This design comes from an exercise in tuning for small area on the open sky130 flow, not from production work.
In this exercise RTL edits were held to simulation tests only and were not proved equivalent to the original.
No activity file was given, so power comes from the tool's default toggle rates.

==> module scd41_meas_decoder, before the edit <==
module scd41_meas_decoder (
    input  wire        clk,
    input  wire        rst,
    input  wire        in_valid,
    input  wire [7:0]  in_data,
    output wire        in_ready,
    output reg         out_valid,
    output reg  [15:0] co2,
    output reg  [15:0] raw_t,
    output reg  [15:0] raw_rh,
    output wire [31:0] temp,
    output wire [31:0] rh
);
    reg [4:0]  g;
    reg [3:0]  n;         
    reg        f;         
    reg [3:0]  st;
    reg [15:0] rc, rt, rr;
    reg [23:0] w;
    reg [31:0] rtf;
    reg [15:0] rm16;
    reg [7:0]  rm8;
    reg        cy, sign;
    reg [4:0]  u;
    reg [27:0] rh_q;
    reg [28:0] temp_q;
    wire rh_e654 = !rh_q[27] && (rh_q[26:23] != 4'd0);
    assign rh   = {1'b0, rh_q[27], {3{rh_e654}}, rh_q[26:0]};
    assign temp = {temp_q[28:27], {3{~temp_q[27]}}, temp_q[26:0]};
    wire       ch = st[3];
    wire [2:0] sc = st[2:0];
    wire       g0  = (g == 5'd0);
    wire       g16 = (g == 5'd16);
    wire       g30 = (g == 5'd30);
    wire       g31 = (g == 5'd31);
    wire       ea  = rm16[0];      
    reg is_data, hi, n_ge5;
    always @(*) begin
        case (n)
            4'd0, 4'd3, 4'd6: begin is_data = 1'b1; hi = 1'b1; end
            4'd1, 4'd4, 4'd7: begin is_data = 1'b1; hi = 1'b0; end
            default:          begin is_data = 1'b0; hi = 1'b0; end
        endcase
        n_ge5 = (n == 4'd5) || (n == 4'd6) || (n == 4'd7) || (n == 4'd8);
    end
    wire n8 = (n == 4'd8);
    wire acc = n8 ? (ch && st != 4'b1111) : (n != 4'd9);
    wire wr  = in_valid && acc && is_data && (g[3] == hi);
    assign in_ready = acc && (!is_data || (g[3] == hi && g[2:0] == 3'd7 && f));
    wire take   = in_valid && in_ready;
    wire in_bit = in_data[g[2:0]];
    wire wr_c = wr && (n[3:1] == 3'd0);
    wire wr_t = wr && (n == 4'd3 || n == 4'd4);
    wire wr_r = wr && (n == 4'd6 || n == 4'd7);
    wire run   = (st[2:1] != 2'b11);                 
    wire prod  = run && !sc[2];
    wire first = run && sc == 3'd0;
    wire pg    = run && sc == 3'd4;
    wire em    = run && sc == 3'd5;
    wire lo16  = !g[4];
    wire act   = !(g[4] && g[3]);                    
    wire [2:0] i = g[2:0];
    reg tap, msk, neg;
    always @(*) begin
        case ({ch, sc[1:0]})
            3'b000:  begin tap = rt[9];  msk = (i != 3'd7);            neg = 1'b0; end  
            3'b001:  begin tap = rt[11]; msk = (i[2:1] != 2'b11) && (i != 3'd5); neg = 1'b0; end  
            3'b010:  begin tap = rt[12]; msk = !i[2];                  neg = 1'b0; end  
            3'b011:  begin tap = rt[0];  msk = 1'b0;                   neg = 1'b1; end  
            3'b100:  begin tap = rr[9];  msk = (i != 3'd7);            neg = 1'b0; end  
            3'b101:  begin tap = rr[11]; msk = (i[2:1] != 2'b11) && (i != 3'd5); neg = 1'b1; end  
            3'b110:  begin tap = rr[14]; msk = (i[2:1] == 2'b00);      neg = 1'b0; end  
            default: begin tap = 1'b0;   msk = 1'b0;                   neg = 1'b0; end
        endcase
    end
    localparam [7:0] K_Q   = 8'd211;    
    localparam [7:0] K_EXP = 8'd111;    
    wire op   = neg ^ (tap & (lo16 || msk));
    wire fa_a = first ? (!lo16 && !ch && K_Q[i]) : (lo16 ? w[0] : w[16]);
    wire fa_c = g0 ? (!first && ea) : cy;
    wire fa_s = fa_a ^ op ^ fa_c;
    wire fa_o = (fa_a & op) | (fa_a & fa_c) | (op & fa_c);
    wire hc   = g0 ? ea : cy;
    wire hs   = w[0] ^ hc;
    wire ho   = w[0] & hc;
    wire sbit = (lo16 ? hs : w[16]) ^ sign;
    wire found = |u;
    wire c3   = (g[2] & u[2]) | ((g[2] | u[2]) & ((g[1] & u[1]) | ((g[1] | u[1]) & g[0] & u[0])));
    wire qsel = u[4] && g[4] && !g[3] && c3;
    wire src  = qsel ? w[16 + u[2:0]] : w[{~u[3], u[2:0]}];
    wire ebit = src ^ sign;
    reg  ub;
    always @(*) begin
        case (i)
            3'd0: ub = u[0];
            3'd1: ub = u[1];
            3'd2: ub = u[2];
            3'd3: ub = u[3];
            3'd4: ub = u[4];
            default: ub = 1'b0;
        endcase
    end
    wire kb = K_EXP[i];
    reg  eout, ecy;
    always @(*) begin
        if (g0) begin
            eout = sign;
            ecy  = ebit;
        end else if (act) begin
            eout = ebit ^ cy;
            ecy  = ebit & cy;
        end else begin
            eout = ub ^ kb ^ cy;
            ecy  = (ub & kb) | (ub & cy) | (kb & cy);
        end
        if (!found)
            eout = 1'b0;
    end
    always @(posedge clk) begin
        rc  <= {wr_c ? in_bit : rc[0], rc[15:1]};
        rt  <= {wr_t ? in_bit : rt[0], rt[15:1]};
        rr  <= {wr_r ? in_bit : rr[0], rr[15:1]};
        w[14:0]  <= w[15:1];
        w[15]    <= (prod && lo16) ? fa_s : (pg && lo16) ? hs : w[0];
        w[22:16] <= w[23:17];
        w[23]    <= (prod && !lo16 && act) ? fa_s : (em && ch && !act) ? eout : w[16];
        rtf  <= {(em && !ch) ? eout : rtf[0], rtf[31:1]};
        rm16 <= {(em && ch && lo16 && !g0) ? eout : (prod && g16) ? cy : rm16[0], rm16[15:1]};
        rm8  <= {(em && ch && !lo16 && act) ? eout : rm8[0], rm8[7:1]};
        cy <= (prod && act) ? fa_o : (pg && lo16) ? ho : ecy;
        if (prod && g30)
            sign <= w[16] & w[17];
        if (pg && act && (g0 || sbit))
            u <= sbit ? g : 5'd0;
        if (rst) begin
            g         <= 5'd0;
            n         <= 4'd0;
            f         <= 1'b0;
            st        <= 4'b1111;
            out_valid <= 1'b0;
        end else begin
            g <= g + 5'd1;
            f <= (g[2:0] == 3'd0) ? wr : (f && wr);
            if (take) begin
                n <= n + 4'd1;
            end
            out_valid <= 1'b0;
            if (g31) begin
                if (st == 4'b1111) begin
                    if (n_ge5)
                        st <= 4'b0000;
                end else if (st == 4'b0101) begin
                    if (n8)
                        st <= 4'b1000;
                end else if (st != 4'b1110)
                    st <= (st == 4'b1101) ? 4'b1110 : st + 4'd1;
            end
            if (st == 4'b1110 && g0 && n == 4'd9) begin
                co2       <= rc;
                raw_t     <= rt;
                raw_rh    <= rr;
                temp_q    <= {rtf[0], rtf[31], rtf[27:1]};
                rh_q      <= {w[23], w[19:16], rm8, rm16[15:1]};
                out_valid <= 1'b1;
                n         <= 4'd0;
                st        <= 4'b1111;
            end
        end
    end
endmodule
Settings: LEC_CHECK=0, ABC_AREA=1, CAP_MARGIN=20, CORE_MARGIN=2, CORE_UTILIZATION=40, PLACE_DENSITY=0.6, SLEW_MARGIN=20; clock period 10.0 ns.
standard.sh (not shown) runs the stock make flow with config.mk's settings and CLKGATE_MAP_FILE= SYNTH_SCRIPT=/design/flow/synth_recipe.tcl, a recipe that flattens the netlist after the stock synthesis.
==> flow/flow/run.sh <==
#!/bin/bash
# The standard ORFS layout (standard.sh) with these changes:
#  - synthesis is synth_recipe.tcl unchanged except that ABC maps for area
#    only (flow/abc_area.script: no buffering or sizing, no delay target),
#    and the full-adder extraction is skipped (ADDER_MAP_FILE empty);
#  - ports are buffered with buf_1 instead of the flow's default buffer;
#  - CTS clusters sinks with small clock buffers and no dummy loads.
set -euo pipefail
here=$(pwd)
{
  head -n 1 synth_recipe.tcl
  echo 'proc abc {args} {'
  echo '  set i [lsearch $args -script]'
  echo "  if {\$i >= 0} { lset args [expr {\$i + 1}] $here/flow/abc_area.script }"
  echo '  set j [lsearch $args -D]'
  echo '  if {$j >= 0} { set args [lreplace $args $j [expr {$j + 1}]] }'
  echo '  yosys abc {*}$args'
  echo '}'
  tail -n +2 synth_recipe.tcl
} > synth_area.tcl
bash standard.sh \
  "SYNTH_SCRIPT=$here/synth_area.tcl" \
  'ADDER_MAP_FILE=' \
  'BUFFER_PORTS_ARGS=-buffer_cell sky130_fd_sc_hd__buf_1' \
  'CTS_ARGS=-sink_clustering_enable -repair_clock_nets -dont_use_dummy_load -sink_clustering_size 20 -sink_clustering_max_diameter 60 -buf_list {sky130_fd_sc_hd__clkbuf_8}' \
  finish > standard_flow.log 2>&1
==> flow/flow/abc_area.script <==
strash; dch -f; amap; mfs2; strash; dch -f; amap; topo
Rerun with:
--- a/flow/design.v
+++ b/flow/design.v
@@ -12,7 +12,7 @@
     output wire [31:0] rh
 );
     reg [4:0]  g;
-    reg [3:0]  n;         
+    reg [3:0]  n;
     reg        f;         
     reg [3:0]  st;
     reg [15:0] rc, rt, rr;
@@ -34,24 +34,19 @@
     wire       g30 = (g == 5'd30);
     wire       g31 = (g == 5'd31);
     wire       ea  = rm16[0];      
-    reg is_data, hi, n_ge5;
-    always @(*) begin
-        case (n)
-            4'd0, 4'd3, 4'd6: begin is_data = 1'b1; hi = 1'b1; end
-            4'd1, 4'd4, 4'd7: begin is_data = 1'b1; hi = 1'b0; end
-            default:          begin is_data = 1'b0; hi = 1'b0; end
-        endcase
-        n_ge5 = (n == 4'd5) || (n == 4'd6) || (n == 4'd7) || (n == 4'd8);
-    end
-    wire n8 = (n == 4'd8);
-    wire acc = n8 ? (ch && st != 4'b1111) : (n != 4'd9);
+    wire is_data = !n[1];
+    wire hi      = !n[1] && !n[0];
+    wire n_ge5   = n[3] || (n[2] && n[1]);        
+    wire n8      = (n == 4'b1010);                 
+    wire n9      = n[3] && n[2];
+    wire acc = n8 ? (ch && st != 4'b1111) : !n9;
     wire wr  = in_valid && acc && is_data && (g[3] == hi);
     assign in_ready = acc && (!is_data || (g[3] == hi && g[2:0] == 3'd7 && f));
     wire take   = in_valid && in_ready;
     wire in_bit = in_data[g[2:0]];
-    wire wr_c = wr && (n[3:1] == 3'd0);
-    wire wr_t = wr && (n == 4'd3 || n == 4'd4);
-    wire wr_r = wr && (n == 4'd6 || n == 4'd7);
+    wire wr_c = wr && n[3:2] == 2'd0;
+    wire wr_t = wr && n[3:2] == 2'd1;
+    wire wr_r = wr && n[3:2] == 2'd2;
     wire run   = (st[2:1] != 2'b11);                 
     wire prod  = run && !sc[2];
     wire first = run && sc == 3'd0;
@@ -142,7 +137,7 @@
             g <= g + 5'd1;
             f <= (g[2:0] == 3'd0) ? wr : (f && wr);
             if (take) begin
-                n <= n + 4'd1;
+                n <= n[1] ? {n[3:2] + 2'd1, 2'd0} : {n[3:2], n[1:0] + 2'd1};
             end
             out_valid <= 1'b0;
             if (g31) begin
@@ -155,7 +150,7 @@
                 end else if (st != 4'b1110)
                     st <= (st == 4'b1101) ? 4'b1110 : st + 4'd1;
             end
-            if (st == 4'b1110 && g0 && n == 4'd9) begin
+            if (st == 4'b1110 && g0 && n9) begin
                 co2       <= rc;
                 raw_t     <= rt;
                 raw_rh    <= rr;
- sequential power barely changes
- power goes down slightly
- worst setup slack gains 210 ps
- wire length goes up by a few percent
- hold slack gains 10 ps
- global-route usage goes up by 0.24 points
- sequential share of layout area goes up by 0.32 points
- via count goes down slightly
- register-to-register slack loses 160 ps

-- static timing again, ports no longer ideal --
The flow's constraints put no driver on any port. The routed layouts listed below were extracted and timed again, unchanged, in two steps. Step 1, drivers: a clkbuf_16 drives clk and a buf_2 each remaining input, both assumed. Step 2 also shifts input and output timing later by t, the mid clock arrival at the registers, as if the neighbouring blocks saw the same clock. a / b / c = no drivers / after step 1 / after step 2; a / b = the first two.
run | t (ns) | setup WS [ns] | hold slack, ns | clock arrival spread, ns
the first run | 0.511 | 5.470 / 5.434 / 5.945 | 0.301 / 0.301 / 0.301 | 0.090 / 0.090
the second run | 0.525 | 5.681 / 5.642 / 5.837 | 0.311 / 0.311 / 0.311 | 0.060 / 0.060
After both steps setup and hold are still met in every run listed.
